From an optimization exercise on the open Yosys and OpenROAD flow, aimed at small area; shortcuts taken in it are not production practice. The RTL was checked by simulation tests, not by an equivalence proof against the original design. Power figures rest on the tool's default switching activity, not on a simulated workload.

==> design/flow/standard.sh <==
#!/bin/bash
# synth_recipe.tcl (not shown) runs the flow's synth.tcl, then flattens the netlist and writes it again
# the make line also repeats each setting of config.mk as NAME=value (left out here)
make -C /OpenROAD-flow-scripts/flow DESIGN_CONFIG=/design/flow/config.mk WORK_HOME=/design/flow/orfs CLKGATE_MAP_FILE= SYNTH_SCRIPT=/design/flow/synth_recipe.tcl "${@:-finish}"
==> design/flow/config.mk <==
export PLATFORM = sky130hd
export DESIGN_NAME = csb_top
export DESIGN_NICKNAME = csb_top
export VERILOG_FILES = /design/flow/design.v
export SDC_FILE = /design/flow/constraint.sdc
export NUM_CORES = 4
export LEC_CHECK = 0
export CAP_MARGIN = 10
export CORE_MARGIN = 2
export CORE_UTILIZATION = 55
export SLEW_MARGIN = 10
==> design/flow/design.v <==
module csb_top (
    input  wire        clk,
    input  wire        rst,           
    input  wire        ctl_valid,
    input  wire [31:0] ctl_word,
    output reg         resp_valid,
    output wire [1:0]  resp_code,
    output reg  [31:0] resp_value,
    output reg         lc_line_valid,
    output wire [1:0]  lc_line,
    output reg         lc_role_valid,
    output wire        lc_role,
    output wire [1:0]  lc_pull,
    output reg         obs_valid,
    output wire [1:0]  obs_mask,
    input  wire        cap_valid,
    input  wire [31:0] cap_word,
    output reg         cap_rearm,     
    output wire        meas_req,
    output wire [2:0]  meas_ch,
    input  wire        meas_ack,
    input  wire        meas_err,
    input  wire [15:0] meas_data,
    output wire        tx_valid,
    output wire [7:0]  tx_data,
    input  wire        tx_ready,
    output wire        sleep_req,
    output wire [23:0] sleep_us,
    input  wire        timer_done
);
    localparam integer NSLOTS      = 4;
    localparam integer K           = 10;
    localparam integer TAKE_CYCLES = 8;
    localparam integer WIN_LO      = 500;
    localparam integer WIN_HI      = 2000;
    localparam integer HDR_LEN     = 20;
    localparam integer PAYLOAD_MAX = 32;
    localparam integer SPAN        = HDR_LEN + PAYLOAD_MAX;    
    localparam integer PKT_LEN     = SPAN + 4;                 
    localparam integer STALL_MAX   = 100;
    localparam [23:0]  STALL_SLEEP_US = 24'd500;
    localparam [23:0]  IDLE_US_RESET  = 24'd1000;
    localparam [4:0]   PROTO_VERSION  = 5'd1;
    localparam [3:0] PH_STOPPED     = 4'd0,
                     PH_CYCLE_START = 4'd1,
                     PH_TELEM       = 4'd2,
                     PH_ASSEMBLE    = 4'd3,
                     PH_SEAL        = 4'd4,
                     PH_TX_DECIDE   = 4'd5,
                     PH_TX_WRITE    = 4'd6,
                     PH_TX_SLEEP    = 4'd7,
                     PH_CLEAR       = 4'd8,
                     PH_IDLE_SLEEP  = 4'd9;
    localparam [1:0] RC_OK = 2'd0, RC_ILLEGAL = 2'd1, RC_RESERVED = 2'd2, RC_BADIDX = 2'd3;
    reg [1:0]                 pw, pr, pbase;
    reg [NSLOTS*PAYLOAD_MAX*8-1:0] slot_data;
    reg [NSLOTS*6-1:0]        slot_len;
    reg [NSLOTS-1:0]          slot_line;
    reg [NSLOTS*8-1:0]        slot_type;
    reg [NSLOTS-1:0]          slot_part;
    reg                       lost_pending;
    reg [31:0]                drops;
    reg [5:0]                 caplen;
    reg [31:0]                crc;
    reg [3:0]                 phase;
    reg [31:0]                pkt_seq;
    reg                       seq_zero;    
    reg [3:0]                 cyc;
    reg                       pending0;
    reg [5:0]                 tx_off;
    reg [31:0]                stall;
    reg                       aborted;
    reg                       wake;
    reg                       autostopped;
    reg [2:0]                 tch;
    reg [5:0]                 seal_idx;
    reg [7:0]                 pkt_tcode;
    reg                       pkt_part, pkt_lost, pkt_pol;
    reg [5:0]                 pkt_plen;
    reg [PAYLOAD_MAX*8-1:0]   pkt_pl;      
    reg [79:0]                tel;
    reg [4:0]                 meas_errs;
    reg                       active;
    reg                       run;
    reg [1:0]                 line_sel;
    reg                       role;
    reg [1:0]                 pull;
    reg                       suppress;
    reg                       autostop;
    reg [23:0]                idle_us;
    reg [1:0]                 err_code;
    assign resp_code = err_code;
    assign lc_line   = line_sel;
    assign lc_role   = role;
    assign lc_pull   = pull;
    assign obs_mask  = line_sel;
    function [31:0] crc_byte;
        input [31:0] c;
        input [7:0]  b;
        integer i;
        reg [31:0] t;
        begin
            t = c ^ {24'd0, b};
            for (i = 0; i < 8; i = i + 1)
                t = t[0] ? ((t >> 1) ^ 32'hEDB88320) : (t >> 1);
            crc_byte = t;
        end
    endfunction
    function in_window;
        input [15:0] v;
        begin
            in_window = ($signed(v) > WIN_LO) && ($signed(v) < WIN_HI);
        end
    endfunction
    wire [31:0] seq = seq_zero ? 32'd0 : pkt_seq;
    wire [5:0] bidx = (phase == PH_SEAL) ? seal_idx : tx_off;
    wire [PKT_LEN*8-1:0] pkt_bytes = {~crc, pkt_pl, 16'd0, 10'd0, pkt_plen,
                                      pkt_tcode, PROTO_VERSION, pkt_part, pkt_lost, pkt_pol,
                                      tel, pkt_seq};
    wire [6:0] pl_end = {1'b0, pkt_plen} + 7'd20;
    wire       pl_zero = (bidx >= 6'd20) && (bidx < 6'd52) && ({1'b0, bidx} >= pl_end);
    reg  [7:0] pkt_sel;
    integer bi;
    always @(*) begin
        pkt_sel = 8'd0;
        for (bi = 0; bi < PKT_LEN; bi = bi + 1)
            pkt_sel = pkt_sel | (pkt_bytes[bi*8 +: 8] & {8{bidx == bi}});
    end
    wire [7:0] pkt_byte = pkt_sel & {8{~pl_zero}};
    wire [7:0] op = ctl_word[7:0];
    reg  [1:0] ctl_code;
    reg        ctl_exec;
    reg [31:0] rd_value;
    wire [1:0] lw = pw - pbase;
    wire [1:0] lr = pr - pbase;
    always @(*) begin
        ctl_code = RC_OK;
        case (op)
            8'h01: if (ctl_word[31:9]  != 0) ctl_code = RC_RESERVED;
            8'h02: if (ctl_word[31:8]  != 0) ctl_code = RC_RESERVED;
            8'h03: if (ctl_word[31:10] != 0) ctl_code = RC_RESERVED;
            8'h04: if (ctl_word[31:11] != 0 || (!ctl_word[8] && ctl_word[10:9] != 0)) ctl_code = RC_RESERVED;
            8'h05: if (ctl_word[31:9]  != 0) ctl_code = RC_RESERVED;
            8'h06: if (ctl_word[31:9]  != 0) ctl_code = RC_RESERVED;
            8'h07: ctl_code = RC_OK;
            8'h08: if (ctl_word[31:16] != 0) ctl_code = RC_RESERVED;
            default: ctl_code = RC_ILLEGAL;
        endcase
        ctl_exec = ctl_valid && (ctl_code == RC_OK);
        rd_value = 32'd0;
        rd_value = rd_value | ({32{ctl_word[15:8] == 8'h00}} & ({14'd0, aborted, pending0, phase, meas_errs, active, wake, autostopped, lost_pending, (pw == pr), (phase != PH_STOPPED), run}));
        rd_value = rd_value | ({32{ctl_word[15:8] == 8'h01}} & ({25'd0, autostop, suppress, pull, role, line_sel}));
        rd_value = rd_value | ({32{ctl_word[15:8] == 8'h02}} & ({8'd0, idle_us}));
        rd_value = rd_value | ({32{ctl_word[15:8] == 8'h03}} & (seq));
        rd_value = rd_value | ({32{ctl_word[15:8] == 8'h04}} & ({30'd0, lw}));
        rd_value = rd_value | ({32{ctl_word[15:8] == 8'h05}} & ({30'd0, lr}));
        rd_value = rd_value | ({32{ctl_word[15:8] == 8'h06}} & ({30'd0, pw - pr}));
        rd_value = rd_value | ({32{ctl_word[15:8] == 8'h07}} & (drops));
        rd_value = rd_value | ({32{ctl_word[15:8] == 8'h08}} & (stall));
        rd_value = rd_value | ({32{ctl_word[15:8] == 8'h09}} & ({28'd0, cyc}));
        rd_value = rd_value | ({32{ctl_word[15:8] == 8'h0A}} & ({16'd0, tel[15:0]}));
        rd_value = rd_value | ({32{ctl_word[15:8] == 8'h0B}} & ({16'd0, tel[31:16]}));
        rd_value = rd_value | ({32{ctl_word[15:8] == 8'h0C}} & ({16'd0, tel[47:32]}));
        rd_value = rd_value | ({32{ctl_word[15:8] == 8'h0D}} & ({16'd0, tel[63:48]}));
        rd_value = rd_value | ({32{ctl_word[15:8] == 8'h0E}} & ({16'd0, tel[79:64]}));
        rd_value = rd_value | ({32{ctl_word[15:8] == 8'h0F}} & (crc));
        rd_value = rd_value | ({32{ctl_word[15:8] == 8'h10}} & ({26'd0, caplen}));
        rd_value = rd_value | ({32{ctl_word[15:8] == 8'h11}} & ({26'd0, tx_off}));
        rd_value = rd_value | ({32{ctl_word[15:8] == 8'h12}} & ({30'd0, err_code}));
        if (op == 8'h08 && ctl_code == RC_OK && ctl_word[15:8] > 8'h12)
            ctl_code = RC_BADIDX;
    end
    wire cap_ok    = cap_valid && (cap_word[31:16] == 16'd0);
    wire cap_byte  = cap_ok && (cap_word[7:0] == 8'h10);
    wire cap_event = cap_ok && (cap_word[7:0] == 8'h11 || cap_word[7:0] == 8'h12);
    wire cap_cmpl  = cap_word[7:0] == 8'h11;
    wire cap_wr = !rst && cap_byte && !caplen[5];
    genvar g;
    generate
        for (g = 0; g < NSLOTS*PAYLOAD_MAX; g = g + 1) begin : g_slot_byte
            always @(posedge clk)
                if (cap_wr && {pw, caplen[4:0]} == g)
                    slot_data[g*8 +: 8] <= cap_word[15:8];
        end
    endgenerate
    assign meas_req  = (phase == PH_TELEM);
    assign meas_ch   = tch;
    assign tx_valid  = (phase == PH_TX_WRITE);
    assign tx_data   = pkt_byte;
    assign sleep_req = (phase == PH_TX_SLEEP) || (phase == PH_IDLE_SLEEP);
    assign sleep_us  = (phase == PH_TX_SLEEP) ? STALL_SLEEP_US : idle_us;
    reg [1:0]  t_pw, t_pr, t_base;
    reg [NSLOTS*6-1:0] t_len;
    reg [NSLOTS-1:0]   t_line;
    reg [NSLOTS*8-1:0] t_type;
    reg [NSLOTS-1:0]   t_part;
    reg        t_lost;
    reg [31:0] t_drops;
    reg        t_run;
    reg        t_seq_zero;
    reg [3:0]  t_cyc;
    reg        t_autostopped;
    reg        t_wake;
    reg [1:0]  t_line_sel;
    reg        t_suppress;
    reg        t_autostop;
    reg [1:0]  wn;
    reg [31:0] crc_next;
    reg [31:0] stall_next;
    integer    mi;
    reg        p_lost, p_wake, p_seq_zero;    
    reg        pl_load;
    reg [1:0]  pl_src;
    wire [PAYLOAD_MAX*8-1:0] pl_next;
    csb_plmux u_plmux (
        .sel ({pl_src == 2'd3, pl_src == 2'd2, pl_src == 2'd1, pl_src == 2'd0} & {4{pl_load}}),
        .d   (slot_data),
        .y   (pl_next)
    );
    always @(posedge clk)
        pkt_pl <= pl_next | ({PAYLOAD_MAX*8{~pl_load}} & pkt_pl);
    always @(posedge clk)
        resp_value <= (ctl_valid && op == 8'h08 && ctl_code == RC_OK) ? rd_value : 32'd0;
    always @(posedge clk) begin
        slot_len  <= t_len;
        slot_line <= t_line;
        slot_type <= t_type;
        slot_part <= t_part;
    end
    always @(*) begin
        t_pw = pw;
        t_pr = pr;
        t_base = pbase;
        t_len  = slot_len;
        t_line = slot_line;
        t_type = slot_type;
        t_part = slot_part;
        t_lost        = lost_pending;
        t_drops       = drops;
        t_run         = run;
        t_seq_zero    = seq_zero;
        t_cyc         = cyc;
        t_autostopped = autostopped;
        t_wake        = wake;
        t_line_sel    = line_sel;
        t_suppress    = suppress;
        t_autostop    = autostop;
        wn = 2'd0;
        stall_next = stall + {31'd0, ~&stall};
        pl_load = 1'b0;
        pl_src  = pr;
        if (ctl_exec) begin
            case (op)
                8'h01: begin
                    t_run = ctl_word[8];
                    if (ctl_word[8]) begin
                        t_seq_zero    = 1'b1;
                        t_cyc         = 4'd0;
                        t_autostopped = 1'b0;
                    end
                end
                8'h02: begin
                    t_pr    = pw;
                    t_base  = pw;
                    t_lost  = 1'b0;
                    t_drops = 32'd0;
                    t_seq_zero = 1'b1;
                    t_cyc   = 4'd0;
                end
                8'h03: t_line_sel = ctl_word[9:8];
                8'h05: t_suppress = ctl_word[8];
                8'h06: t_autostop = ctl_word[8];
                default: ;
            endcase
        end
        if (cap_event) begin
            t_len[t_pw*6 +: 6]  = caplen;
            t_line[t_pw]        = active;
            t_type[t_pw*8 +: 8] = cap_word[15:8];
            t_part[t_pw]        = ~cap_cmpl;
            wn = t_pw + 2'd1;
            if (wn == t_pr) begin
                t_pr    = t_pr + 2'd1;
                t_lost  = 1'b1;
                t_drops = t_drops + {31'd0, ~&t_drops};
            end
            t_pw = wn;
            if (cap_cmpl) t_wake = 1'b1;
        end
        p_lost     = t_lost;
        p_wake     = t_wake;
        p_seq_zero = t_seq_zero;
        case (phase)
            PH_CYCLE_START: begin
                if (t_run) begin
                    t_seq_zero = 1'b0;
                    t_wake     = 1'b0;
                end
            end
            PH_ASSEMBLE: begin
                if (t_cyc < TAKE_CYCLES) begin
                    if (t_pr != t_pw) begin
                        pl_load = 1'b1;
                        pl_src  = t_pr;
                        t_pr = t_pr + 2'd1;
                    end
                    t_lost = 1'b0;
                end
            end
            PH_TX_WRITE: begin
                if (!tx_ready) begin
                    if (stall >= STALL_MAX && t_autostop) begin
                        t_run         = 1'b0;
                        t_autostopped = 1'b1;
                    end
                end
            end
            PH_TX_SLEEP, PH_IDLE_SLEEP: begin
                if (timer_done || t_wake) t_wake = 1'b0;
            end
            PH_CLEAR: begin
                t_cyc = (t_cyc == K - 1) ? 4'd0 : t_cyc + 4'd1;
            end
            default: ;
        endcase
        if (rst) pl_load = 1'b0;
    end
    reg [5:0] sel_len;
    reg [7:0] sel_type;
    reg       sel_part, sel_line;
    integer   si;
    always @(*) begin
        sel_len = 6'd0; sel_type = 8'd0; sel_part = 1'b0; sel_line = 1'b0;
        for (si = 0; si < NSLOTS; si = si + 1) begin
            sel_len  = sel_len  | (t_len[si*6 +: 6]  & {6{pl_src == si}});
            sel_type = sel_type | (t_type[si*8 +: 8] & {8{pl_src == si}});
            sel_part = sel_part | (t_part[si] & (pl_src == si));
            sel_line = sel_line | (t_line[si] & (pl_src == si));
        end
    end
    always @(posedge clk) begin
        if (rst) begin
            pw <= 2'd0;
            pr <= 2'd0;
            pbase <= 2'd0;
            lost_pending <= 1'b0;
            drops        <= 32'd0;
            caplen       <= 6'd0;
            crc          <= 32'hFFFFFFFF;
            phase        <= PH_STOPPED;
            seq_zero     <= 1'b1;
            cyc          <= 4'd0;
            pending0     <= 1'b0;
            tx_off       <= 6'd0;
            stall        <= 32'd0;
            aborted      <= 1'b0;
            wake         <= 1'b0;
            autostopped  <= 1'b0;
            tch          <= 3'd0;
            tel          <= 80'd0;
            meas_errs    <= 5'd0;
            active       <= 1'b0;
            run          <= 1'b0;
            line_sel     <= 2'd0;
            role         <= 1'b0;
            pull         <= 2'd0;
            suppress     <= 1'b0;
            autostop     <= 1'b1;
            idle_us      <= IDLE_US_RESET;
            err_code     <= 2'd0;
            resp_valid    <= 1'b0;
            lc_line_valid <= 1'b0;
            lc_role_valid <= 1'b0;
            obs_valid     <= 1'b0;
            cap_rearm     <= 1'b0;
        end else begin
            resp_valid    <= ctl_valid;
            lc_line_valid <= ctl_exec && op == 8'h03;
            lc_role_valid <= ctl_exec && op == 8'h04;
            obs_valid     <= ctl_exec && op == 8'h01 && ctl_word[8];
            if (ctl_valid)
                err_code <= ctl_code;
            if (ctl_exec && op == 8'h04) begin
                role <= ctl_word[8];
                pull <= ctl_word[10:9];
            end
            if (ctl_exec && op == 8'h07)
                idle_us <= ctl_word[31:8];
            cap_rearm <= cap_event;
            if (cap_byte) begin
                if (!caplen[5])
                    caplen <= caplen + 6'd1;
            end else if (cap_event) begin
                caplen <= 6'd0;
            end
            case (phase)
                PH_STOPPED: begin
                    if (t_run) phase <= PH_CYCLE_START;
                end
                PH_CYCLE_START: begin
                    if (!t_run) begin
                        phase <= PH_STOPPED;
                    end else begin
                        pkt_seq  <= (p_seq_zero ? 32'd0 : pkt_seq) + 32'd1;
                        pending0 <= (t_pw != t_pr);
                        aborted  <= 1'b0;
                        phase    <= (t_cyc == 4'd0) ? PH_TELEM : PH_ASSEMBLE;
                    end
                end
                PH_TELEM: begin
                    if (meas_ack) begin
                        if (!meas_err)
                            for (mi = 0; mi < 5; mi = mi + 1)
                                if (tch == mi) tel[mi*16 +: 16] <= meas_data;
                        for (mi = 0; mi < 5; mi = mi + 1)
                            if (tch == mi) meas_errs[mi] <= meas_err;
                        if (tch == 3'd4) begin
                            tch <= 3'd0;
                            if (in_window(tel[15:0]))
                                active <= (t_line_sel == 2'd1);
                            else if (in_window(tel[31:16]))
                                active <= (t_line_sel != 2'd2);
                            phase <= PH_ASSEMBLE;
                        end else begin
                            tch <= tch + 3'd1;
                        end
                    end
                end
                PH_ASSEMBLE: begin
                    pkt_plen <= pl_load ? sel_len : 6'd0;
                    if (t_cyc < TAKE_CYCLES) begin
                        if (pl_load) begin
                            pkt_tcode <= sel_type;
                            pkt_part  <= sel_part;
                            pkt_lost  <= p_lost;
                            pkt_pol   <= sel_line;
                        end else begin
                            pkt_tcode <= 8'd0;
                            pkt_part  <= 1'b0;
                            pkt_lost  <= p_lost;
                            pkt_pol   <= active;
                        end
                    end
                    seal_idx <= 6'd0;
                    phase    <= PH_SEAL;
                end
                PH_SEAL: begin
                    crc_next = crc_byte((seal_idx == 6'd0) ? 32'hFFFFFFFF : crc, pkt_byte);
                    crc <= crc_next;
                    if (seal_idx == SPAN - 1) begin
                        phase   <= PH_TX_DECIDE;
                    end else begin
                        seal_idx <= seal_idx + 6'd1;
                    end
                end
                PH_TX_DECIDE: begin
                    if (pkt_plen != 6'd0 || !t_suppress) begin
                        tx_off <= 6'd0;
                        stall  <= 32'd0;
                        phase  <= PH_TX_WRITE;
                    end else begin
                        phase  <= PH_CLEAR;
                    end
                end
                PH_TX_WRITE: begin
                    if (tx_ready) begin
                        tx_off <= tx_off + 6'd1;
                        if (tx_off == PKT_LEN - 1) phase <= PH_CLEAR;
                    end else begin
                        stall <= stall_next;
                        if (stall >= STALL_MAX && t_autostop) begin
                            aborted <= 1'b1;
                            phase   <= PH_CLEAR;
                        end else begin
                            phase <= PH_TX_SLEEP;
                        end
                    end
                end
                PH_TX_SLEEP: begin
                    if (timer_done || p_wake) phase <= PH_TX_WRITE;
                end
                PH_CLEAR: begin
                    if (aborted)        phase <= PH_STOPPED;
                    else if (!pending0) phase <= PH_IDLE_SLEEP;
                    else                phase <= PH_CYCLE_START;
                end
                PH_IDLE_SLEEP: begin
                    if (timer_done || p_wake) phase <= PH_CYCLE_START;
                end
                default: phase <= PH_STOPPED;
            endcase
            pw <= t_pw;
            pr <= t_pr;
            pbase <= t_base;
            lost_pending <= t_lost;
            drops        <= t_drops;
            run          <= t_run;
            seq_zero     <= t_seq_zero;
            cyc          <= t_cyc;
            autostopped  <= t_autostopped;
            wake         <= t_wake;
            line_sel     <= t_line_sel;
            suppress     <= t_suppress;
            autostop     <= t_autostop;
        end
    end
endmodule
module csb_plmux (
    input  wire [3:0]    sel,
    input  wire [1023:0] d,
    output wire [255:0]  y
);
    assign y = ({256{sel[0]}} & d[255:0])   | ({256{sel[1]}} & d[511:256]) |
               ({256{sel[2]}} & d[767:512]) | ({256{sel[3]}} & d[1023:768]);
endmodule
==> design/flow/flow/run.sh <==
#!/bin/bash
# Layout flow: the standard flow, except
#  - synthesis maps the logic with Yosys's default (area-oriented) ABC script
#    instead of ORFS's speed script; registers are mapped exactly as in the
#    standard synthesis, and this is checked against it (falling back to the
#    standard synthesis if they differ);
#  - clock tree: larger sink clusters and no dummy loads.
# Floorplan, power grid, placement, routing and finishing are standard.sh's.
set -euo pipefail
W=$(pwd)

python3 - "$W" <<'PY'
import sys, os
w = sys.argv[1]
src = open(os.path.join(os.environ["FLOW_HOME"], "scripts", "synth.tcl")).read()
old = "  log_cmd abc {*}$abc_args\n"
assert src.count(old) == 1, "abc call not found"
src = src.replace(old, "  log_cmd abc {*}$lib_args {*}$lib_dont_use_args\n")
open(os.path.join(w, "own_synth.tcl"), "w").write(src)
b = open(os.path.join(w, "synth_recipe.tcl")).read()
line = "source $::env(SCRIPTS_DIR)/synth.tcl"
assert b.count(line) == 1, "synth.tcl source line not found"
open(os.path.join(w, "own_synth_recipe.tcl"), "w").write(b.replace(line, "source " + os.path.join(w, "own_synth.tcl")))
PY

MK=$(grep '^make ' standard.sh)
MK=${MK//'"${@:-finish}"'/synth}
# reference: the standard synthesis, in its own folder
REF=${MK//"WORK_HOME=$W/orfs"/"WORK_HOME=$W/ref_orfs"}
echo "$REF" > ref_synth_cmd.txt
eval "$REF" > ref_synth.log 2>&1
# own synthesis
OWN=${MK//synth_recipe.tcl/own_synth_recipe.tcl}
echo "$OWN" > own_synth_cmd.txt
eval "$OWN" > own_synth.log 2>&1

python3 - "$W" > reg_check.log 2>&1 <<'PY' || { echo "registers differ: standard synthesis" >> reg_check.log; rm -rf "$W/orfs"; }
import sys, re
w = sys.argv[1]
def regs(p):
    t = open(p).read()
    return sorted(re.findall(r'^\s*(sky130_fd_sc_hd__\w*df\w*)\s+(\S+)\s*\(', t, re.M))
a = regs(w + "/ref_orfs/results/sky130hd/csb_top/base/1_2_yosys.v")
b = regs(w + "/orfs/results/sky130hd/csb_top/base/1_2_yosys.v")
print(len(a), len(b))
sys.exit(0 if a == b and a else 1)
PY
rm -rf "$W/ref_orfs/objects" "$W/ref_orfs/results"

export CTS_ARGS="-sink_clustering_enable -repair_clock_nets -sink_clustering_size 16 -sink_clustering_max_diameter 60 -buf_list {sky130_fd_sc_hd__clkbuf_8} -dont_use_dummy_load"
export BUFFER_PORTS_ARGS="-buffer_cell sky130_fd_sc_hd__buf_1"
bash standard.sh > standard_finish.log 2>&1
==> design/flow/constraint.sdc <==
create_clock -name core_clock -period 10.0 [get_ports {clk}]
set_input_delay 2.0000 -clock core_clock [delete_from_list [all_inputs] [get_ports {clk}]]
set_output_delay 2.0000 -clock core_clock [all_outputs]
set_load 0.01 [all_outputs]
==> results.cfg, run 1 <==
[cells_and_area]
fin_area_um2 = 69190
final_layout_size_suffix_gt1_share_pct = 5.896
areaGrowthSynthToFinish_pct = 9.067
nets = 5381

[setup_path]
cp_top_family = simple AND/OR/NAND/NOR gates
crit_path_cell_trace = or4b_2, mux2i_1, clkinv_1, nand4_1, nor2_1, buf_4, a222oi_1, nand4_1, or4_1, o31ai_1, clkinv_1, buf_1
worstPathRequired_ns = 8.00
max_stage_delay_ns = 0.86
cp-start-kind = flop
cp-end-kind = output pin
arrival_ns = 6.50
path_buf_inv = 4
path_class = reg -> out
path_max_fanout = 12
slowest_stage = or4b_2

[power_and_ir_drop]
pwr-share-seq_pct = 67.1
p_total_w = 0.01106
switching_share_pct = 21.35
ir_drop_mv = 0.1609
p_leak_nw = 22.53
p_switching_w = 0.002362
p_clk_share_pct = 30.5
power.internal_w = 0.008702
p_comb_share_pct = 2.4
p_per_area_nw_per_um2 = 159.9

[die]
initial_core_util_pct = 55.48
ios = 172
die_w_um = 343.6
dieArea_um2 = 118100
core.rowCount = 124
coreArea_um2 = 114300
dieHeight_um = 343.6

[global_route]
antenna_found_initial = 11
grt_max_degree = 149
global_route.usage.met1_pct = 51.52
grt_pass1_wl_mm = 319.3
met2_usage_pct = 57.25
grt.busiest_layer = met2
grt.overflow.total = 0
grt_usage_pct = 38.04
met3_usage_pct = 8.206
grt_pass1_vias = 43390

[worst_hold_path]
holdCritPathClass = reg -> reg

[synth]
synth_area_per_cell_um2 = 13.16
syn_inst = 4819
synth-adder-area-share_pct = 0.6667
synthXorXnorAreaFrac_pct = 1.588
yosysTopAreaCell = edfxtp_1
synth-simple-area-share_pct = 11.59
synth_edf_count = 1079
ys_warn_count = 1
syn_area_um2 = 63440
synth_top_family_by_area = compound AO/OA/AOI/OAI gates
synth.area.mux_share_pct = 0.2248
ys.flop_type = edfxtp_1
synth-seq-cells = 1687
yosysTopAreaCellShare_pct = 51.08
synth.distinct_cells = 66
ys_seq_area_share_pct = 70.26
synth_nets = 4940
synth_compound_area_share_pct = 15.36
async_flop_share_pct = 0
ys_top_cells_by_area = edfxtp_1, dfxtp_1, a222oi_1

[clock_network]
tritoncts.num_buffers = 139
cts-root-buf = clkbuf_8
clk_latency_ns = 0.89
clockBufferDepth = 3
postCtsSetupBuffers = 0
cts_resized = 0
cts_max_level = 4
cts.sinks = 1687
cts.hold.buffers_added = 0
cts_tree = yes
clkTransAtPathRegs_ns = 0.10

[timing]
finalCriticalPeriod_ns = 8.502
finalMaxSlewViolations = 0
fmax_mhz = 117.6
fin_hold_ws_ns = 0.4247
report.final.setup_viol = 0
rsz0062_at_grt = false
worst_pin_slew_ns = 1.442
finalHoldViolations = 0
period_share_pct = 85.02
max-slew-margin-rel_pct = 3.526
fin_skew_ns = 0.07578
fin_setup_tns_ns = 0

[detailed_routing]
drtPass1Iterations = 10
ant_nets = 0
drc = 0
routedWlPerCell_um = 33.52
num_vias = 47060
vias_per_cell = 6.946
wl_mm = 227.1
first_iter_violations = 8496

[place]
place_area_um2 = 67260
dpl.hpwl_mm = 153.3
io_buffers = 171
place_congestion = 1.012

[run]
drv_cap = 0

[run_status]
outcome = no timing/DRC/antenna violations
[per-stage QoR]
| step | instances | worst slack, ns | utilization [%] |
|---|---|---|---|
| final | 6775 | 1.498 | 60.51 |
| after global routing | 6772 | 1.358 | 60.50 |
| after CTS | 6769 | 1.344 | 60.49 |
| after detailed placement | 6630 | 1.524 | 58.82 |
| after global placement | 6630 | 1.661 | 58.82 |
| after floorplan | 4819 | -10.49 | - |
[power groups by stage]
| stage | clock, W | combinational (W) | sequential, W |
|---|---|---|---|
| after floorplan | 0 | 0.0000854 | 0.00757 |
| after global placement | 0 | 0.000255 | 0.00759 |
| after detailed placement | 0 | 0.000259 | 0.00759 |
| after CTS | 0.00340 | 0.000260 | 0.00743 |
| after global routing | 0.00363 | 0.000280 | 0.00743 |
| final | 0.00337 | 0.000264 | 0.00743 |
[logic make-up (layout without fill, tap and decap cells)]
logic type               Yosys count  after routing
AO/OA/AOI/OAI                   1282           1282
XOR/XNOR                         115            115
adder cells (fa/ha/maj)           34             34
buffers and inverters             49            488
flip-flops                      1687           1687
multiplexers                      14             14
other                              0              5
AND/OR/NAND/NOR                 1638           1638
[registers in the layout, indices dropped and copies added (netlist names), 8 cells and up]
signal and flops:
slot_type 32, slot_data 1024, pkt_seq 32, crc 32, tel 80, drops 32, idle_us 24, pkt_pl 256
resp_value 32, stall 32, slot_len 24, pkt_tcode 8
[tightest hold or removal path: stages, from the launching register on]
cell      delay (ns)
edfxtp_1        0.32
a22oi_1         0.07
nand2_1         0.05
[cell type report]
type	count	area, µm²
multi-input cells	3083	18850
diodes	5	12.51
clock buffers	139	1913
fillers	9145	45160
inverters	47	176.4
repair buffers	302	1769
flip-flops and latches	1687	44570
well taps	1512	1892
[per-layer routing]
metal / vias to the layer above / routed length [µm]
met1: 23330 / 86440
met4: 10 / 14310
li1: 20170 / -
met3: 550 / 25410
met5: - / 74
met2: 3004 / 100900
[placed cells by master (no fill, tap or decap), drive strengths merged, types with 36 or more instances in the layout]
cell,count
nor4,45
o21ai,121
a22oi,373
xnor2,79
edfxtp,1079
and3,47
nand4,75
a222oi,389
clkinv,47
nor2,338
and2,47
xor2,36
buf,293
clkbuf,148
dfxtp,608
nor3,121
nand2,765
nand3,85
a21oi,250
[synth_stat cells (47+ instances only)]
| master | number |
|---|---|
| edfxtp_1 | 1079 |
| nand2_1 | 765 |
| dfxtp_1 | 608 |
| a222oi_1 | 389 |
| a22oi_1 | 373 |
| nor2_1 | 338 |
| a21oi_1 | 250 |
| nor3_1 | 121 |
| o21ai_0 | 121 |
| nand3_1 | 85 |
| xnor2_1 | 79 |
| nand4_1 | 75 |
| and2_0 | 47 |
| and3_1 | 47 |
| clkinv_1 | 47 |
[worst paths after layout]
check	startpoint	endpoint	slack (ns)	depth (start not counted)
worst max register to register	phase[2]	crc[27]	2.66	16
worst min register to register	slot_data[800]	pkt_pl[32]	0.42	2
worst min-delay path	slot_data[800]	pkt_pl[32]	0.42	2
worst max-delay path	phase[2]	tx_data[3]	1.50	12
==> run 2: changes to the inputs <==
--- a/design/flow/flow/run.sh
+++ b/design/flow/flow/run.sh
@@ -2,7 +2,8 @@
 # Layout flow: the standard flow, except
-#  - synthesis maps the logic with Yosys's default (area-oriented) ABC script
-#    instead of ORFS's speed script; registers are mapped exactly as in the
+#  - synthesis maps the logic with Yosys's default (area-oriented) ABC script,
+#    with more area-recovery rounds, instead of ORFS's speed script; registers are mapped exactly as in the
 #    standard synthesis, and this is checked against it (falling back to the
 #    standard synthesis if they differ);
-#  - clock tree: larger sink clusters and no dummy loads.
+#  - clock tree: clkbuf_8 leaf clusters of up to 16 sinks and no dummy loads;
+#  - port buffers: buf_1 on every input and output port.
 # Floorplan, power grid, placement, routing and finishing are standard.sh's.
@@ -17,3 +18,3 @@
 assert src.count(old) == 1, "abc call not found"
-src = src.replace(old, "  log_cmd abc {*}$lib_args {*}$lib_dont_use_args\n")
+src = src.replace(old, "  log_cmd abc {*}$lib_args {*}$lib_dont_use_args -script {+strash;&get,-n;&fraig,-x;&put;scorr;dc2;dretime;strash;&get,-n;&dch,-f;&nf,-R,1000;&put}\n")
 open(os.path.join(w, "own_synth.tcl"), "w").write(src)
==> run 2 against run 1 <==
Against the previous run: still clean; first-iteration DRC count is 3.1% lower; via count fell by 1.2%; wire length decreased by 2.8%; clock skew about the same; setup slack lost 0.35 ns; sequential share of layout area up 0.15 points; die area is 0.35% lower; global-route usage decreased by 1.2 points; core utilization decreased by 0.062 points; cell count is 0.13% lower; combinational power decreased by 5%; synthesized area fell by 0.36%; critical path type unchanged; largest power group unchanged.
==> results.cfg, run 2 <==
[run_status]
outcome = no timing/DRC/antenna violations

[setup_path]
cp-start-kind = flop
arrival_ns = 6.86
path_max_fanout = 16
path_class = reg -> out
worstPathRequired_ns = 8.00
cp_common_cell = buf_4
path_buf_inv = 7
crit_path_cell_trace = nand2b_1, nor3_2, buf_4, mux2i_1, clkinv_1, nand2_1, nor2_1, buf_4, a222oi_1, nand4_1, a2111oi_0, buf_4, nand4_1, o31ai_1, buf_4, clkinv_1, buf_1
regToRegSetupSlack_ns = 2.46
cp_top_family = compound AO/OA/AOI/OAI gates
max_stage_delay_ns = 0.97
cp-end-kind = output pin
slowest_stage = a222oi_1

[clock_network]
cts_resized = 0
cts-root-buf = clkbuf_8
cts_tree = yes
clkTransAtPathRegs_ns = 0.10
clockBufferDepth = 3
clk_latency_ns = 0.89
tritoncts.num_buffers = 137
cts.hold.buffers_added = 0
cts_max_level = 4
cts.sinks = 1687
postCtsSetupBuffers = 0

[cells_and_area]
regMostFlops = slot_data
largest_register_ffs = 1024
areaGrowthSynthToFinish_pct = 9.196
final_layout_size_suffix_gt1_share_pct = 6.061
final_cell_mix = edfxtp_1, nand2_1, dfxtp_1, nor2_1, a222oi_1
nets = 5370
fin_area_um2 = 69020
layout_commonest_cell = edfxtp_1
largestRegisters = slot_data: 1024 flops, pkt_pl: 256 flops, tel: 80 flops

[place]
io_buffers = 171
post-place-ws_ns = 1.356
place_congestion = 0.9886
dpl.hpwl_mm = 148.0
place_area_um2 = 67120

[detailed_routing]
num_vias = 46520
wl_mm = 220.8
drtPass1Iterations = 10
first_iter_violations = 8229
vias_per_cell = 6.875
drc = 0
ant_nets = 0
routedWlPerCell_um = 32.63

[timing]
rsz0062_at_grt = false
fin_skew_ns = 0.07602
fmax_mhz = 112.9
finalMaxSlewViolations = 0
fin_hold_ws_ns = 0.4270
period_share_pct = 88.55
max-slew-margin-rel_pct = 13.00
worst_pin_slew_ns = 1.305
fin_ws_ns = 1.145
report.final.setup_viol = 0
finalHoldViolations = 0
finalCriticalPeriod_ns = 8.855
fin_setup_tns_ns = 0

[synth]
ys_seq_area_share_pct = 70.51
async_flop_share_pct = 0
synth_edf_count = 1079
synthTopCellsByCount = edfxtp_1, nand2_1, dfxtp_1
synth.distinct_cells = 59
syn_area_um2 = 63210
ys.flop_type = edfxtp_1
ys_warn_count = 1
syn_inst = 4802
synthMostInstantiatedCell = edfxtp_1
synth-seq-cells = 1687
synth_nets = 4923
ys_top_cells_by_area = edfxtp_1, dfxtp_1, a222oi_1
yosysTopAreaCellShare_pct = 51.26
synth_area_per_cell_um2 = 13.16
yosysTopAreaCell = edfxtp_1

[power_and_ir_drop]
p_leak_nw = 22.51
p_per_area_nw_per_um2 = 159.7
ir_drop_mv = 0.1372
p_total_w = 0.01102

[global_route]
grt_pass1_vias = 42630
grt_max_degree = 136
grt_pass1_wl_mm = 310.0
grt.overflow.total = 0
grt_usage_pct = 36.82
antenna_found_initial = 7

[die]
initial_core_util_pct = 55.36
dieArea_um2 = 117700
dieHeight_um = 343.0
core.rowCount = 124
ios = 172
die_w_um = 343.0
coreArea_um2 = 114200

[run]
drv_cap = 0

[worst_hold_path]
holdCritPathClass = reg -> reg
-- run 2: cells by family after synthesis --
group                      synth area share, %
DFF                                      70.51
buffers and inverters                   0.3088
xor gates and xnor gates                 1.607
muxes                                   0.2573
and+or+nand+nor                          11.67
adders and majority gates               0.6690
AOI/OAI and AO/OA                        14.98
-- run 2: per-stage QoR --
step | instances | utilization, %
2_1_floorplan | 4802 | -
3_3_place_gp | 6622 | 58.78
3_5_place_dp | 6622 | 58.78
4_1_cts | 6759 | 60.43
5_1_grt | 6760 | 60.43
6_report | 6766 | 60.45
-- run 2: final cells by class --
| type | count | area [µm²] |
|---|---|---|
| Tap cell | 1512 | 1892 |
| Antenna cell | 7 | 17.52 |
| Inverter | 48 | 180.2 |
| Sequential cell | 1687 | 44570 |
| Multi-Input combinational cell | 3065 | 18620 |
| Fill cell | 9199 | 45170 |
| Timing Repair Buffer | 310 | 1857 |
| Clock buffer | 137 | 1886 |
-- run 2: where the power goes --
part / switching [W] / internal [W]
Combinational: 0.000196 / 0.0000560
Clock: 0.00211 / 0.00123
Sequential: 0.0000315 / 0.00740
Total: 0.00234 / 0.00868
-- run 2: layer usage --
layer / GRT usage [%] / part of all wire [%]
met4: 17.90 / 5.6
met2: 57.10 / 45
met5: 0 / 0.035
met1: 50.40 / 38
met3: 6.704 / 11
-- run 2: worst paths after layout --
check | to | startpoint | cells after the start
setup reg to reg | crc[19] | phase[2] | 19
hold reg to reg | pkt_pl[27] | slot_data[283] | 2
hold / removal | pkt_pl[27] | slot_data[283] | 2
setup / recovery | tx_data[3] | phase[2] | 17
-- run 2: worst min-delay path, stage by stage, from the launching register on --
cell	delay, ns
edfxtp_1	0.33
a22oi_1	0.08
nand2_1	0.05
==> run 3: changes to the inputs <==
--- a/design/flow/config.mk
+++ b/design/flow/config.mk
@@ -9,3 +9,3 @@
 export CORE_MARGIN = 2
-export CORE_UTILIZATION = 55
+export CORE_UTILIZATION = 70
 export SLEW_MARGIN = 10
==> run 3 against run 2 <==
Against the previous run: still clean; synthesized area unchanged; cell area is 0.82% lower; synthesized cell count is the same; sequential share of layout area grew 0.53 points.
==> results.cfg, run 3 <==
[place]
place_congestion = 1.062
post-place-ws_ns = 1.413
dpl.hpwl_mm = 143.4
dp_cells = 6279
io_buffers = 171

[clock_network]
clk_latency_ns = 0.88
clkTransAtPathRegs_ns = 0.10
clockBufferDepth = 3
cts.sinks = 1687
cts_tree = yes
tritoncts.num_buffers = 131
postCtsSetupBuffers = 0
cts_resized = 0
cts-root-buf = clkbuf_8
cts_max_level = 4
cts.hold.buffers_added = 0

[global_route]
grt_max_degree = 140
grt_usage_pct = 45.09
grt_pass1_wl_mm = 303.2
grt_pass1_vias = 44440
antenna_found_initial = 13
grt.overflow.total = 0

[detailed_routing]
drtPass1Iterations = 15
ant_nets = 0
drc = 0
wl_mm = 211.6
vias_per_cell = 7.470
first_iter_violations = 10380
routedWlPerCell_um = 32.96
num_vias = 47950

[cells_and_area]
final_layout_size_suffix_gt1_share_pct = 5.789
final_cell_mix = edfxtp_1, nand2_1, dfxtp_1, nor2_1, a222oi_1
layout_commonest_cell = edfxtp_1
regMostFlops = slot_data
areaGrowthSynthToFinish_pct = 8.306
largestRegisters = slot_data: 1024 flops, pkt_pl: 256 flops, tel: 80 flops
nets = 5357
utilization_pct = 76.29
largest_register_ffs = 1024
fin_cells = 6419

[setup_path]
worstPathRequired_ns = 8.00
path_buf_inv = 3
arrival_ns = 6.59
cp-start-kind = flop
path_class = reg -> out
cp_top_family = compound AO/OA/AOI/OAI gates
slowest_stage = a2111oi_1
crit_path_cell_trace = nand2b_1, nor3_2, buf_4, mux2i_1, nor2_1, nand2_1, nor2_1, buf_4, a222oi_1, nand3_1, a2111oi_1, nand4_1, o21a_1, buf_1
path_max_fanout = 12
max_stage_delay_ns = 1.10
cp-end-kind = output pin

[timing]
worst_pin_slew_ns = 1.378
fmax_mhz = 116.4
fin_skew_ns = 0.07823
period_share_pct = 85.88
fin_hold_ws_ns = 0.4323
finalMaxSlewViolations = 0
rsz0062_at_grt = false
report.final.setup_viol = 0
finalHoldViolations = 0
finalCriticalPeriod_ns = 8.588
fin_ws_ns = 1.412
max-slew-margin-rel_pct = 8.153

[synth]
syn_inst = 4802
yosysTopAreaCellShare_pct = 51.26
synthMostInstantiatedCell = edfxtp_1
yosysTopAreaCell = edfxtp_1
synthTopCellsByCount = edfxtp_1, nand2_1, dfxtp_1
async_flop_share_pct = 0
ys_top_cells_by_area = edfxtp_1, dfxtp_1, a222oi_1
synth.distinct_cells = 59
ys_seq_area_share_pct = 70.51
ys.flop_type = edfxtp_1
synth_nets = 4923
ys_warn_count = 1
synth-seq-cells = 1687
synth_area_per_cell_um2 = 13.16
syn_area_um2 = 63210
synth_edf_count = 1079

[run]
drv_cap = 0

[die]
dieHeight_um = 304.5
dieArea_um2 = 92720
coreArea_um2 = 89740
ios = 172
initial_core_util_pct = 70.44
die_w_um = 304.5
core.rowCount = 110

[worst_hold_path]
holdCritPathClass = reg -> reg

[power_and_ir_drop]
p_leak_nw = 22.43
ir_drop_mv = 0.1760
p_per_area_nw_per_um2 = 159.5
p_total_w = 0.01092

[run_status]
outcome = no timing/DRC/antenna violations
run 3: final timing paths:
kind / from / to / slack, ns / cells past startpoint
hold / removal: slot_data[772] / pkt_pl[4] / 0.43 / 2
setup / recovery: phase[3] / tx_data[4] / 1.41 / 14
hold reg to reg: slot_data[772] / pkt_pl[4] / 0.43 / 2
setup reg to reg: phase[3] / crc[27] / 2.45 / 18
run 3: metrics by stage:
stage / setup TNS, ns / area, µm²
final: 0 / 68460
after global routing: 0 / 68450
after CTS: 0 / 68440
after detailed placement: 0 / 66640
after global placement: 0 / 66640
after floorplan: -2871.13 / 63260
run 3: report_power, final:
group	total (W)	internal, W	switching (W)
sequential	0.00743	0.00740	0.0000328
combinational	0.000252	0.0000553	0.000197
clock	0.00324	0.00118	0.00206
total	0.0109	0.00863	0.00229
run 3: metal layers:
metal | track usage, % | wire (µm) | part of all wire [%] | vias to the layer above
met2 | 67.08 | 92450 | 44 | 4188
met1 | 58.84 | 70950 | 34 | 22870
met3 | 11.96 | 30660 | 14 | 842
met4 | 30.32 | 17440 | 8.2 | 10
li1 | - | - | - | 20050
met5 | 0 | 57 | 0.027 | -
run 3: kinds of logic after synthesis:
kind of cell / after synthesis / synth area share [%]
AND/OR/NAND/NOR: 1660 / 11.67
multiplexers: 16 / 0.2573
buffers and inverters: 50 / 0.3088
AO/OA/AOI/OAI: 1239 / 14.98
XOR/XNOR: 116 / 1.607
flip-flops: 1687 / 70.51
adder cells (fa/ha/maj): 34 / 0.6690
run 3: area by class of cell:
cell class / instances / area, µm²
sequential: 1687 / 44570
fill: 5541 / 21280
inverter: 48 / 180.2
timing repair buffer: 303 / 1804
clock buffer: 131 / 1803
multi-input combinational: 3065 / 18610
tap: 1176 / 1471
antenna: 9 / 22.52
run 3: worst register-to-register path, delay by kind of cell (launching register included):
kind	cells	cell delay, ns
buf+inv	2	0.51
compound gates	5	2.81
xor+xnor	3	1.49
simple gates	7	1.53
mux	1	0.66
flops	1	0.43

==> what the ideal ports hide <==
In the flow no input, the clock included, has a driving cell. The finished layouts below were timed again as built, in two steps. Step 1 (the two cells are an assumption about what drives the block):
set clk [get_ports {clk}]
set_driving_cell -lib_cell sky130_fd_sc_hd__clkbuf_16 $clk
set_driving_cell -lib_cell sky130_fd_sc_hd__buf_2 [delete_from_list [all_inputs] $clk]
Step 2 adds t to the input delays and takes it off the output delays; t is the mean of the earliest and latest rising clock arrival at the registers after step 1. Input paths then give back, and output paths get back, about the clock's delay inside the block. Three values: ideal ports, drivers, drivers and shift; two values: the first two.
run | shift t [ns] | setup WS [ns] | slew at the worst register clock pin (ns) | worst data-port slew with drivers (ns)
run 1 | 0.922 | 1.498 / 1.422 / 1.343 | 0.11 / 0.11 | 0.13
run 2 | 0.906 | 1.145 / 1.070 / 1.190 | 0.11 / 0.11 | 0.14
run 3 | 0.901 | 1.412 / 1.342 / 1.196 | 0.11 / 0.11 | 0.11
After both steps every run listed still meets setup and hold. For run 3, which loses most, drivers alone change the setup slack by -0.070 ns; drivers and shift together by -0.216 ns.
